Source: an optimization exercise on an open RTL-to-GDS flow (aim: small area, a short achievable clock period and few clock cycles). Production flows keep margins and buffers that such runs may drop.
Function was checked by simulation only, so behaviour that the tests miss may differ from the original.
Power is estimated from default activity; no workload was simulated.

==> exp/lagoon: inputs <==
==> flow/design.v <==
`timescale 1ns/1ps
module mlc_core (
    input             clk,
    input             rst,
    input             req,
    input             we,
    input      [1:0]  space,
    input      [7:0]  addr,
    input      [31:0] wdata,
    output     [31:0] rdata,
    output            busy
);
    localparam FCAP = 32;
    localparam ECAP = 64;
    localparam RES_OK        = 4'd0;
    localparam RES_MISMATCH  = 4'd1;
    localparam RES_UNDERSIZE = 4'd2;
    localparam RES_CAP       = 4'd7;
    localparam RES_ILL       = 4'd8;
    reg [7:0]  fbuf [0:FCAP-1];
    reg [7:0]  ebuf [0:ECAP-1];
    reg [5:0]  flen;
    reg [6:0]  elen;
    reg [15:0] crc;
    reg [3:0]  res;
    reg        herr;
    reg        busy_r;
    reg [1:0]  eop;        
    reg        eg;         
    reg        bx;         
    reg        bxd;        
    reg        pmode;
    reg [6:0]  pk;
    reg [15:0] c0, c1, c2;
    reg [7:0]  ehold;
    reg        pv;         
    reg [1:0]  pt;         
    reg [7:0]  pb;         
    reg        pd;         
    assign busy = busy_r;
    function [7:0] nib;
        input [3:0] n;
        begin
            nib = {n[3], ~n[3], n[2], ~n[2], n[1], ~n[1], n[0], ~n[0]};
        end
    endfunction
    function [7:0] dec;
        input [15:0] w;
        reg [7:0] h, l;
        begin
            h = {w[15], w[13], w[11], w[9], w[7], w[5], w[3], w[1]};
            l = {w[14], w[12], w[10], w[8], w[6], w[4], w[2], w[0]};
            dec = ((h ^ l) == 8'hFF) ? h : 8'hFF;
        end
    endfunction
    function [15:0] step;
        input [15:0] c;
        input [7:0]  b;
        integer i;
        reg [15:0] r;
        begin
            r = c ^ {b, 8'h00};
            for (i = 0; i < 8; i = i + 1)
                r = r[15] ? ({r[14:0], 1'b0} ^ 16'h1021) : {r[14:0], 1'b0};
            step = r;
        end
    endfunction
    wire        wr_ok   = req & we & ~busy_r;
    wire        rd      = req & ~we;
    wire        sp_reg  = (space == 2'd0);
    wire        sp_fb   = (space == 2'd1);
    wire        sp_eb   = (space == 2'd2);
    wire        a_hi0   = (addr[7:6] == 2'd0);
    wire        fb_in   = a_hi0 & ~addr[5];
    wire        eb_in   = a_hi0;
    wire        fb_hw   = wr_ok & sp_fb & fb_in;
    wire        eb_hw   = wr_ok & sp_eb & eb_in;
    wire        issue   = wr_ok & sp_reg & (addr == 8'd0);
    wire [7:0]  opc     = wdata[31:24];
    wire        legal   = (wdata[23:0] == 24'd0) & (opc <= 8'd5);
    wire        is_crc  = issue & legal & (opc == 8'd1);
    wire        is_mkf  = issue & legal & (opc == 8'd2) & (flen <= 6'd30);
    wire        is_chk  = issue & legal & (opc == 8'd3) & (flen >= 6'd2);
    wire        is_enc  = issue & legal & (opc == 8'd4);
    wire        is_dec  = issue & legal & (opc == 8'd5);
    wire        is_fam  = is_crc | is_mkf | is_chk;
    wire        is_xd   = is_enc | is_dec;               
    wire        fam_b   = busy_r & ~bx;
    wire        x_enc   = busy_r & bx & ~bxd;
    wire        x_dec   = busy_r & bx & bxd;
    wire        pk_at   = ~pmode & (pk == {1'b0, flen});
    wire        hit     = pk_at & ~pv;
    wire        eng_ext = fam_b & ~pk_at;                
    wire        done    = ((is_crc | is_chk) & hit) | (fam_b & hit);
    wire [1:0]  dop     = busy_r ? eop : opc[1:0];
    wire        start   = is_mkf | ((is_crc | is_chk) & ~hit);
    wire [255:0] fb_flat;
    wire [511:0] eb_flat;
    wire [31:0] rnext;
    reg  [15:0] rdata_lo;
    mlc_rdpath u_rd (
        .fb_flat(fb_flat), .eb_flat(eb_flat), .space(space), .addr(addr),
        .rd(rd), .pk(pk[4:0]), .herr(herr), .res(res), .busy_r(busy_r), .flen(flen),
        .elen(elen), .crc(crc), .rnext(rnext)
    );
    wire        a_eq_k  = ({1'b0, addr[6:0]} == {1'b0, pk});
    wire [6:0]  pkm1    = pk - 7'd1;
    wire        a_eq_k1 = (addr[6:0] == pkm1) & (pk != 7'd0);
    wire        a_zero  = (addr[6:0] == 7'd0);
    wire [15:0] sbase   = (pt == 2'd0) ? c0 : (pt == 2'd1) ? c1 : 16'hFFFF;
    wire [15:0] snext   = step(sbase, pd ? dec({ehold, pb}) : pb);
    wire [5:0]  ndec    = elen[6:1];
    wire [5:0]  flen1   = flen + 6'd1;
    wire        mkf_done = fam_b & hit & (eop == 2'd2);
    wire        fbus_h  = sp_fb & ~busy_r;
    wire [7:0]  fbus_ev = fbus_h ? wdata[7:0] : (flen[0] ? c0[7:0] : c0[15:8]);
    wire [7:0]  fbus_od = fbus_h ? wdata[7:0] : (flen[0] ? c0[15:8] : c0[7:0]);
    wire [31:0] fmask   = ~({32{1'b1}} << flen);
    wire [31:0] nmask   = ~({32{1'b1}} << ndec);
    genvar g;
    generate
        for (g = 0; g < FCAP; g = g + 1) begin : gf
            wire hw  = fb_hw & (addr[4:0] == g);
            wire mk  = mkf_done & ((flen[4:0] == g) | (flen1[4:0] == g));
            wire dw  = x_dec & nmask[g];
            wire       ww  = hw | mk;
            wire       kp  = ~(dw | ww);
            wire [7:0] dv  = dec({ebuf[2*g], ebuf[2*g+1]});
            wire [7:0] wv  = (g % 2 == 0) ? fbus_ev : fbus_od;
            always @(posedge clk)
                fbuf[g] <= ({8{dw}} & dv) | ({8{ww}} & wv) | ({8{kp}} & fbuf[g]);
            assign fb_flat[8*g +: 8] = fbuf[g];
        end
        for (g = 0; g < ECAP; g = g + 1) begin : ge
            wire hw  = eb_hw & (addr[5:0] == g);
            wire ew  = x_enc & fmask[g/2];
            wire       kp  = ~(ew | hw);
            wire [7:0] ev  = (g % 2 == 0) ? nib(fbuf[g/2][7:4]) : nib(fbuf[g/2][3:0]);
            always @(posedge clk)
                ebuf[g] <= ({8{ew}} & ev) | ({8{hw}} & wdata[7:0]) | ({8{kp}} & ebuf[g]);
            assign eb_flat[8*g +: 8] = ebuf[g];
        end
    endgenerate
    always @(posedge clk)
        rdata_lo <= rnext[15:0];
    assign rdata = {16'd0, rdata_lo};
    always @(posedge clk) begin
        if (rst) begin
            flen   <= 6'd0;
            elen   <= 7'd0;
            crc    <= 16'hFFFF;
            res    <= RES_OK;
            herr   <= 1'b0;
            busy_r <= 1'b0;
            eop    <= 2'd0;
            eg     <= 1'b0;
            bx     <= 1'b0;
            bxd    <= 1'b0;
            pmode  <= 1'b0;
            pk     <= 7'd0;
            c0     <= 16'hFFFF;
            c1     <= 16'hFFFF;
            c2     <= 16'hFFFF;
            ehold  <= 8'd0;
            pv     <= 1'b0;
            pt     <= 2'd0;
            pb     <= 8'd0;
            pd     <= 1'b0;
        end else begin
            if (rd) begin
                if (((space == 2'd1) & ~fb_in) | ((space == 2'd2) & ~eb_in))
                    if (!busy_r) herr <= 1'b1;
            end
            if (req & we & busy_r) begin
                if (!(sp_reg && addr >= 8'd7) && space != 2'd3)
                    herr <= 1'b1;
            end
            if (wr_ok & sp_reg) begin
                case (addr)
                    8'd0: begin
                        if (!legal) res <= RES_ILL;
                        else if (opc == 8'd2 && flen > 6'd30) res <= RES_CAP;
                        else if (opc == 8'd3 && flen < 6'd2) res <= RES_UNDERSIZE;
                        else if (!start && !is_xd) res <= RES_OK;
                    end
                    8'd2: begin
                        if (wdata <= FCAP) flen <= wdata[5:0];
                        else herr <= 1'b1;
                    end
                    8'd3: begin
                        if (wdata <= ECAP) elen <= wdata[6:0];
                        else herr <= 1'b1;
                    end
                    8'd1, 8'd4, 8'd5, 8'd6: herr <= 1'b1;
                    default: ;
                endcase
            end
            if ((wr_ok & sp_fb & ~fb_in) | (wr_ok & sp_eb & ~eb_in))
                herr <= 1'b1;
            if (is_xd) begin
                busy_r <= 1'b1;
                bx     <= 1'b1;
                bxd    <= opc[0];
            end
            if (x_enc | x_dec) begin
                busy_r <= 1'b0;
                bx     <= 1'b0;
                res    <= RES_OK;
            end
            if (x_enc) elen <= {flen, 1'b0};
            if (x_dec) flen <= ndec;
            if (start) begin
                busy_r <= 1'b1;
                eop    <= opc[1:0];
            end
            if (done) begin
                busy_r <= 1'b0;
                case (dop)
                    2'd3: begin
                        crc <= c2;
                        res <= (c0 == 16'h0000) ? RES_OK : RES_MISMATCH;
                    end
                    2'd2: begin
                        crc  <= c0;
                        flen <= flen + 6'd2;
                        res  <= RES_OK;
                    end
                    default: begin
                        crc <= c0;
                        res <= RES_OK;
                    end
                endcase
            end
            if (!busy_r) eg <= 1'b0;
            pv <= 1'b0;
            if (pv) begin
                c0 <= snext;
                if (pt == 2'd0) begin c1 <= c0; c2 <= c1; end
                if (pt == 2'd2) c1 <= 16'hFFFF;
            end
            if (fam_b) begin
                if (pmode || pk > {1'b0, flen}) begin
                    pmode <= 1'b0;
                    pk    <= 7'd0;
                    c0    <= 16'hFFFF;
                    eg    <= 1'b0;
                end else if (eng_ext) begin
                    if (eg) begin
                        pk <= pk + 7'd1;
                        pv <= 1'b1; pt <= 2'd0; pb <= rdata_lo[7:0]; pd <= 1'b0;
                        eg <= 1'b0;
                    end else begin
                        eg <= ~(rd & sp_reg);
                    end
                end
            end else if (x_dec) begin
                if (pmode) begin
                    pmode <= 1'b0;
                    if (pk[6:1] <= ndec) begin
                        pk <= {1'b0, pk[6:1]};
                    end else begin
                        pk <= 7'd0;
                        c0 <= 16'hFFFF;
                    end
                end else if (ndec != 6'd0) begin
                    pk <= 7'd0;
                    c0 <= 16'hFFFF;
                end
            end else if (x_enc) begin
                if (pmode && flen != 6'd0) begin
                    pk <= 7'd0;
                    c0 <= 16'hFFFF;
                end
            end else if (fb_hw) begin
                if (!pmode && a_eq_k) begin
                    pk <= pk + 7'd1;
                    pv <= 1'b1; pt <= 2'd0; pb <= wdata[7:0]; pd <= 1'b0;
                end else if (a_zero) begin
                    pmode <= 1'b0;
                    pk <= 7'd1;
                    pv <= 1'b1; pt <= 2'd2; pb <= wdata[7:0]; pd <= 1'b0;
                end else if (!pmode && a_eq_k1) begin
                    pv <= 1'b1; pt <= 2'd1; pb <= wdata[7:0]; pd <= 1'b0;
                end else if (!pmode) begin
                    pk <= 7'd0;
                    c0 <= 16'hFFFF;
                end
            end else if (eb_hw) begin
                if (pmode && a_eq_k) begin
                    pk <= pk + 7'd1;
                    if (addr[0]) begin
                        pv <= 1'b1; pt <= 2'd0; pb <= wdata[7:0]; pd <= 1'b1;
                    end else begin
                        ehold <= wdata[7:0];
                    end
                end else if (a_zero) begin
                    pmode <= 1'b1;
                    pk    <= 7'd1;
                    c0    <= 16'hFFFF;
                    ehold <= wdata[7:0];
                end else if (pmode && a_eq_k1) begin
                    if (addr[0]) begin
                        pv <= 1'b1; pt <= 2'd1; pb <= wdata[7:0]; pd <= 1'b1;
                    end else begin
                        ehold <= wdata[7:0];
                    end
                end else if (pmode) begin
                    pk <= 7'd0;
                    c0 <= 16'hFFFF;
                end
            end
        end
    end
endmodule
module mlc_rdpath (
    input  [255:0] fb_flat,
    input  [511:0] eb_flat,
    input  [1:0]   space,
    input  [7:0]   addr,
    input          rd,
    input  [4:0]   pk,
    input          herr,
    input  [3:0]   res,
    input          busy_r,
    input  [5:0]   flen,
    input  [6:0]   elen,
    input  [15:0]  crc,
    output reg [31:0] rnext
);
    wire [4:0] fidx = busy_r ? pk : addr[4:0];
    reg  [7:0] fb_rd, eb_rd;
    integer i;
    always @(*) begin
        fb_rd = 8'd0;
        eb_rd = 8'd0;
        for (i = 0; i < 32; i = i + 1)
            fb_rd = fb_rd | ({8{fidx == i}} & fb_flat[8*i +: 8]);
        for (i = 0; i < 64; i = i + 1)
            eb_rd = eb_rd | ({8{addr[5:0] == i}} & eb_flat[8*i +: 8]);
    end
    always @(*) begin
        rnext = 32'd0;
        if (busy_r && !(rd && space == 2'd0)) begin
            rnext = {24'd0, fb_rd};
        end else begin
            case (space)
                2'd0: begin
                    case (addr)
                        8'd1: rnext = {23'd0, herr, res, 3'd0, busy_r};
                        8'd2: rnext = {26'd0, flen};
                        8'd3: rnext = {25'd0, elen};
                        8'd4: rnext = {16'd0, crc};
                        8'd6: rnext = 32'd64;
                        default: rnext = 32'd0;
                    endcase
                end
                2'd1: if (addr[7:5] == 3'd0) rnext = {24'd0, fb_rd};
                2'd2: if (addr[7:6] == 2'd0) rnext = {24'd0, eb_rd};
                default: ;
            endcase
        end
    end
endmodule
==> flow/run.sh <==
#!/bin/bash
# synth_recipe.tcl (not shown) runs the flow's synth.tcl, then flattens the netlist and writes it again
# the make line also repeats each setting of config.mk as NAME=value (left out here)
make -C /OpenROAD-flow-scripts/flow DESIGN_CONFIG=/design/flow/config.mk WORK_HOME=/design/flow/orfs CLKGATE_MAP_FILE= SYNTH_SCRIPT=/design/flow/synth_recipe.tcl finish
==> flow/config.mk <==
export PLATFORM = sky130hd
export DESIGN_NAME = mlc_core
export DESIGN_NICKNAME = mlc_core
export VERILOG_FILES = /design/flow/design.v
export SDC_FILE = /design/flow/constraint.sdc
export NUM_CORES = 4
export LEC_CHECK = 0
export CAP_MARGIN = 20
export CORE_MARGIN = 2
export CORE_UTILIZATION = 40
export PLACE_DENSITY = 0.6
export SETUP_SLACK_MARGIN = 4.3
export SLEW_MARGIN = 20
export SYNTH_HIERARCHICAL = 1
export SYNTH_MINIMUM_KEEP_SIZE = 0
export TNS_END_PERCENT = 100
==> flow/constraint.sdc <==
create_clock -name core_clock -period 8.0 [get_ports {clk}]
set_input_delay 1.6000 -clock core_clock [delete_from_list [all_inputs] [get_ports {clk}]]
set_output_delay 1.6000 -clock core_clock [all_outputs]
set_load 0.01 [all_outputs]
==> exp/delta: changes against exp/lagoon <==
--- a/flow/design.v
+++ b/flow/design.v
@@ -7,7 +7,7 @@
     input      [1:0]  space,
     input      [7:0]  addr,
     input      [31:0] wdata,
-    output     [31:0] rdata,
+    output reg [31:0] rdata,
     output            busy
 );
     localparam FCAP = 32;
@@ -26,9 +26,6 @@
     reg        herr;
     reg        busy_r;
     reg [1:0]  eop;        
-    reg        eg;         
-    reg        bx;         
-    reg        bxd;        
     reg        pmode;
     reg [6:0]  pk;
     reg [15:0] c0, c1, c2;
@@ -84,45 +81,40 @@
     wire        is_enc  = issue & legal & (opc == 8'd4);
     wire        is_dec  = issue & legal & (opc == 8'd5);
     wire        is_fam  = is_crc | is_mkf | is_chk;
-    wire        is_xd   = is_enc | is_dec;               
-    wire        fam_b   = busy_r & ~bx;
-    wire        x_enc   = busy_r & bx & ~bxd;
-    wire        x_dec   = busy_r & bx & bxd;
     wire        pk_at   = ~pmode & (pk == {1'b0, flen});
     wire        hit     = pk_at & ~pv;
-    wire        eng_ext = fam_b & ~pk_at;                
-    wire        done    = ((is_crc | is_chk) & hit) | (fam_b & hit);
+    wire        eng_ext = busy_r & ~pk_at;                
+    wire        done    = (is_fam & hit) | (busy_r & hit);
     wire [1:0]  dop     = busy_r ? eop : opc[1:0];
-    wire        start   = is_mkf | ((is_crc | is_chk) & ~hit);
+    wire        start   = is_fam & ~hit;
+    wire [4:0]  fidx    = busy_r ? pk[4:0] : addr[4:0];
     wire [255:0] fb_flat;
     wire [511:0] eb_flat;
+    wire [7:0]  fb_rd;
     wire [31:0] rnext;
-    reg  [15:0] rdata_lo;
     mlc_rdpath u_rd (
         .fb_flat(fb_flat), .eb_flat(eb_flat), .space(space), .addr(addr),
-        .rd(rd), .pk(pk[4:0]), .herr(herr), .res(res), .busy_r(busy_r), .flen(flen),
-        .elen(elen), .crc(crc), .rnext(rnext)
+        .fidx(fidx), .herr(herr), .res(res), .busy_r(busy_r), .flen(flen),
+        .elen(elen), .crc(crc), .rnext(rnext), .fb_rd(fb_rd)
     );
     wire        a_eq_k  = ({1'b0, addr[6:0]} == {1'b0, pk});
-    wire [6:0]  pkm1    = pk - 7'd1;
-    wire        a_eq_k1 = (addr[6:0] == pkm1) & (pk != 7'd0);
+    wire        a_eq_k1 = ({1'b0, addr[6:0]} + 8'd1 == {1'b0, pk});
+    wire        a_lt_k  = ({1'b0, addr[6:0]} < {1'b0, pk});
     wire        a_zero  = (addr[6:0] == 7'd0);
     wire [15:0] sbase   = (pt == 2'd0) ? c0 : (pt == 2'd1) ? c1 : 16'hFFFF;
     wire [15:0] snext   = step(sbase, pd ? dec({ehold, pb}) : pb);
     wire [5:0]  ndec    = elen[6:1];
     wire [5:0]  flen1   = flen + 6'd1;
-    wire        mkf_done = fam_b & hit & (eop == 2'd2);
+    wire        mkf_done = done & (dop == 2'd2);
     wire        fbus_h  = sp_fb & ~busy_r;
     wire [7:0]  fbus_ev = fbus_h ? wdata[7:0] : (flen[0] ? c0[7:0] : c0[15:8]);
     wire [7:0]  fbus_od = fbus_h ? wdata[7:0] : (flen[0] ? c0[15:8] : c0[7:0]);
-    wire [31:0] fmask   = ~({32{1'b1}} << flen);
-    wire [31:0] nmask   = ~({32{1'b1}} << ndec);
     genvar g;
     generate
         for (g = 0; g < FCAP; g = g + 1) begin : gf
             wire hw  = fb_hw & (addr[4:0] == g);
             wire mk  = mkf_done & ((flen[4:0] == g) | (flen1[4:0] == g));
-            wire dw  = x_dec & nmask[g];
+            wire dw  = is_dec & (g < ndec);
             wire       ww  = hw | mk;
             wire       kp  = ~(dw | ww);
             wire [7:0] dv  = dec({ebuf[2*g], ebuf[2*g+1]});
@@ -133,7 +125,7 @@
         end
         for (g = 0; g < ECAP; g = g + 1) begin : ge
             wire hw  = eb_hw & (addr[5:0] == g);
-            wire ew  = x_enc & fmask[g/2];
+            wire ew  = is_enc & ((g / 2) < flen);
             wire       kp  = ~(ew | hw);
             wire [7:0] ev  = (g % 2 == 0) ? nib(fbuf[g/2][7:4]) : nib(fbuf[g/2][3:0]);
             always @(posedge clk)
@@ -142,8 +134,7 @@
         end
     endgenerate
     always @(posedge clk)
-        rdata_lo <= rnext[15:0];
-    assign rdata = {16'd0, rdata_lo};
+        rdata <= rnext;
     always @(posedge clk) begin
         if (rst) begin
             flen   <= 6'd0;
@@ -153,9 +144,6 @@
             herr   <= 1'b0;
             busy_r <= 1'b0;
             eop    <= 2'd0;
-            eg     <= 1'b0;
-            bx     <= 1'b0;
-            bxd    <= 1'b0;
             pmode  <= 1'b0;
             pk     <= 7'd0;
             c0     <= 16'hFFFF;
@@ -181,7 +169,7 @@
                         if (!legal) res <= RES_ILL;
                         else if (opc == 8'd2 && flen > 6'd30) res <= RES_CAP;
                         else if (opc == 8'd3 && flen < 6'd2) res <= RES_UNDERSIZE;
-                        else if (!start && !is_xd) res <= RES_OK;
+                        else if (!start) res <= RES_OK;
                     end
                     8'd2: begin
                         if (wdata <= FCAP) flen <= wdata[5:0];
@@ -197,18 +185,8 @@
             end
             if ((wr_ok & sp_fb & ~fb_in) | (wr_ok & sp_eb & ~eb_in))
                 herr <= 1'b1;
-            if (is_xd) begin
-                busy_r <= 1'b1;
-                bx     <= 1'b1;
-                bxd    <= opc[0];
-            end
-            if (x_enc | x_dec) begin
-                busy_r <= 1'b0;
-                bx     <= 1'b0;
-                res    <= RES_OK;
-            end
-            if (x_enc) elen <= {flen, 1'b0};
-            if (x_dec) flen <= ndec;
+            if (is_enc) elen <= {flen, 1'b0};
+            if (is_dec) flen <= ndec;
             if (start) begin
                 busy_r <= 1'b1;
                 eop    <= opc[1:0];
@@ -231,29 +209,24 @@
                     end
                 endcase
             end
-            if (!busy_r) eg <= 1'b0;
             pv <= 1'b0;
             if (pv) begin
                 c0 <= snext;
                 if (pt == 2'd0) begin c1 <= c0; c2 <= c1; end
                 if (pt == 2'd2) c1 <= 16'hFFFF;
             end
-            if (fam_b) begin
+            if (busy_r) begin
+                if (eng_ext) begin
+                    pk <= pk + 7'd1;
+                    pv <= 1'b1; pt <= 2'd0; pb <= fb_rd; pd <= 1'b0;
+                end
+            end else if (start) begin
                 if (pmode || pk > {1'b0, flen}) begin
                     pmode <= 1'b0;
                     pk    <= 7'd0;
                     c0    <= 16'hFFFF;
-                    eg    <= 1'b0;
-                end else if (eng_ext) begin
-                    if (eg) begin
-                        pk <= pk + 7'd1;
-                        pv <= 1'b1; pt <= 2'd0; pb <= rdata_lo[7:0]; pd <= 1'b0;
-                        eg <= 1'b0;
-                    end else begin
-                        eg <= ~(rd & sp_reg);
-                    end
                 end
-            end else if (x_dec) begin
+            end else if (is_dec) begin
                 if (pmode) begin
                     pmode <= 1'b0;
                     if (pk[6:1] <= ndec) begin
@@ -266,7 +239,7 @@
                     pk <= 7'd0;
                     c0 <= 16'hFFFF;
                 end
-            end else if (x_enc) begin
+            end else if (is_enc) begin
                 if (pmode && flen != 6'd0) begin
                     pk <= 7'd0;
                     c0 <= 16'hFFFF;
@@ -281,7 +254,7 @@
                     pv <= 1'b1; pt <= 2'd2; pb <= wdata[7:0]; pd <= 1'b0;
                 end else if (!pmode && a_eq_k1) begin
                     pv <= 1'b1; pt <= 2'd1; pb <= wdata[7:0]; pd <= 1'b0;
-                end else if (!pmode) begin
+                end else if (!pmode && a_lt_k) begin
                     pk <= 7'd0;
                     c0 <= 16'hFFFF;
                 end
@@ -304,7 +277,7 @@
                     end else begin
                         ehold <= wdata[7:0];
                     end
-                end else if (pmode) begin
+                end else if (pmode && a_lt_k) begin
                     pk <= 7'd0;
                     c0 <= 16'hFFFF;
                 end
@@ -317,47 +290,34 @@
     input  [511:0] eb_flat,
     input  [1:0]   space,
     input  [7:0]   addr,
-    input          rd,
-    input  [4:0]   pk,
+    input  [4:0]   fidx,
     input          herr,
     input  [3:0]   res,
     input          busy_r,
     input  [5:0]   flen,
     input  [6:0]   elen,
     input  [15:0]  crc,
-    output reg [31:0] rnext
+    output reg [31:0] rnext,
+    output [7:0]   fb_rd
 );
-    wire [4:0] fidx = busy_r ? pk : addr[4:0];
-    reg  [7:0] fb_rd, eb_rd;
-    integer i;
-    always @(*) begin
-        fb_rd = 8'd0;
-        eb_rd = 8'd0;
-        for (i = 0; i < 32; i = i + 1)
-            fb_rd = fb_rd | ({8{fidx == i}} & fb_flat[8*i +: 8]);
-        for (i = 0; i < 64; i = i + 1)
-            eb_rd = eb_rd | ({8{addr[5:0] == i}} & eb_flat[8*i +: 8]);
-    end
+    assign fb_rd = fb_flat[8*fidx +: 8];
+    wire [7:0] eb_rd = eb_flat[8*addr[5:0] +: 8];
     always @(*) begin
         rnext = 32'd0;
-        if (busy_r && !(rd && space == 2'd0)) begin
-            rnext = {24'd0, fb_rd};
-        end else begin
-            case (space)
-                2'd0: begin
-                    case (addr)
-                        8'd1: rnext = {23'd0, herr, res, 3'd0, busy_r};
-                        8'd2: rnext = {26'd0, flen};
-                        8'd3: rnext = {25'd0, elen};
-                        8'd4: rnext = {16'd0, crc};
-                        8'd6: rnext = 32'd64;
-                        default: rnext = 32'd0;
-                    endcase
-                end
-                2'd1: if (addr[7:5] == 3'd0) rnext = {24'd0, fb_rd};
-                2'd2: if (addr[7:6] == 2'd0) rnext = {24'd0, eb_rd};
-                default: ;
-            endcase
-        end
+        case (space)
+            2'd0: begin
+                case (addr)
+                    8'd1: rnext = {23'd0, herr, res, 3'd0, busy_r};
+                    8'd2: rnext = {26'd0, flen};
+                    8'd3: rnext = {25'd0, elen};
+                    8'd4: rnext = {16'd0, crc};
+                    8'd6: rnext = 32'd64;
+                    default: rnext = 32'd0;
+                endcase
+            end
+            2'd1: if (addr[7:5] == 3'd0) rnext = {24'd0, fb_rd};
+            2'd2: if (addr[7:6] == 2'd0) rnext = {24'd0, eb_rd};
+            default: ;
+        endcase
     end
 endmodule
SETUP_SLACK_MARGIN = 4.5   (was 4.3)
TNS_END_PERCENT = 5   (was 100)
==> summary of the runs <==
exp/delta completed without violations. exp/lagoon went through all stages and came out clean.
Against exp/lagoon, the synthesized cell count of exp/delta is higher by 7.9%.
Total power: exp/delta is smaller than exp/lagoon (2.8%).
Against exp/lagoon, the non-clock buffer count of exp/delta is lower by 11.
Between exp/lagoon and exp/delta, the lower count of clock-buffer cells in the layout is in exp/delta (gap 2).
Against exp/lagoon, the first-iteration DRC count of exp/delta is smaller by about 24%.
In exp/delta the register-to-register slack is lower than in exp/lagoon, by 0.08 ns.
Of exp/lagoon and exp/delta, exp/lagoon has the higher clock skew (gap 0.012 ns).
Final area: exp/lagoon is smaller than exp/delta (3.3%).
In core utilization, exp/lagoon and exp/delta hardly differ.
==> figures <==
Dpl cell area: exp/delta 51700 um^2; exp/lagoon 50400 um^2
Sequential cell area share: exp/delta 31.5%; exp/lagoon 32.2%
Horizontal die dimension: exp/delta 354 um; exp/lagoon 348 um
Commonest non-fill, non-tap cell in the layout: exp/delta sky130_fd_sc_hd__nand2_1; exp/lagoon sky130_fd_sc_hd__dfxtp_1
Worst Path Required: exp/delta 8.63 ns; exp/lagoon 8.67 ns
Result of the run: exp/delta no timing/DRC/antenna violations; exp/lagoon no timing/DRC/antenna violations
Placer's final routability congestion estimate: exp/delta 1.11; exp/lagoon 1.26
Layout overhead on the synthesized area: exp/delta 18.1%; exp/lagoon 18.5%
Internal power component: exp/delta 7.70 mW; exp/lagoon 7.78 mW
Met1 wire length: exp/delta 95300 um; exp/lagoon 125000 um
Number of combinational gates with multiple inputs: exp/delta 4588; exp/lagoon 4188
Combinational Power: exp/delta 0.721 mW; exp/lagoon 0.718 mW
Reg2Reg Capture Point: exp/delta ebuf[1][4]; exp/lagoon rdata_lo[3]
Final setup slack of the worst path: exp/delta 3.83 ns; exp/lagoon 4.00 ns
Number of ordinary inverters in the final layout: exp/delta 37; exp/lagoon 51
Core Util, Final: exp/delta 47.6%; exp/lagoon 47.7%
Starting utilization of the core area: exp/delta 40.3%; exp/lagoon 40.2%
Routed wl met2: exp/delta 101000 um; exp/lagoon 131000 um
Total Routing Usage GR: exp/delta 38.9%; exp/lagoon 56.0%
Testbench counts of exp/lagoon, summed over its fixed seeds: cycles 11,721.
Testbench counts of exp/delta, summed over its fixed seeds: cycles 11,433.

## separate check: timing with driven ports
How much do the figures lean on ideal ports? The routed layouts below were timed once more, with nothing changed but the port constraints.
Step 1 assumes that a clkbuf_16 drives the clock port and a buf_2 every other input.
Step 2 moves the port delays by t, midway between the first and last clock arrival at a register: inputs arrive t later, outputs are due t later. That takes back most of the time a late clock gives input paths.
Three values: no drivers, after step 1, after step 2; two values: the first two.
run | t, ns | setup WS [ns] | worst slew at a driven data input, ns
exp/lagoon | 0.850 | 3.998 / 4.028 / 3.178 | 0.08
exp/delta | 0.837 | 3.826 / 3.793 / 2.956 | 0.27
After both steps setup and hold are still met in every run listed. For exp/delta, which loses most, drivers alone change the setup slack by -0.033 ns; drivers and shift together by -0.870 ns.
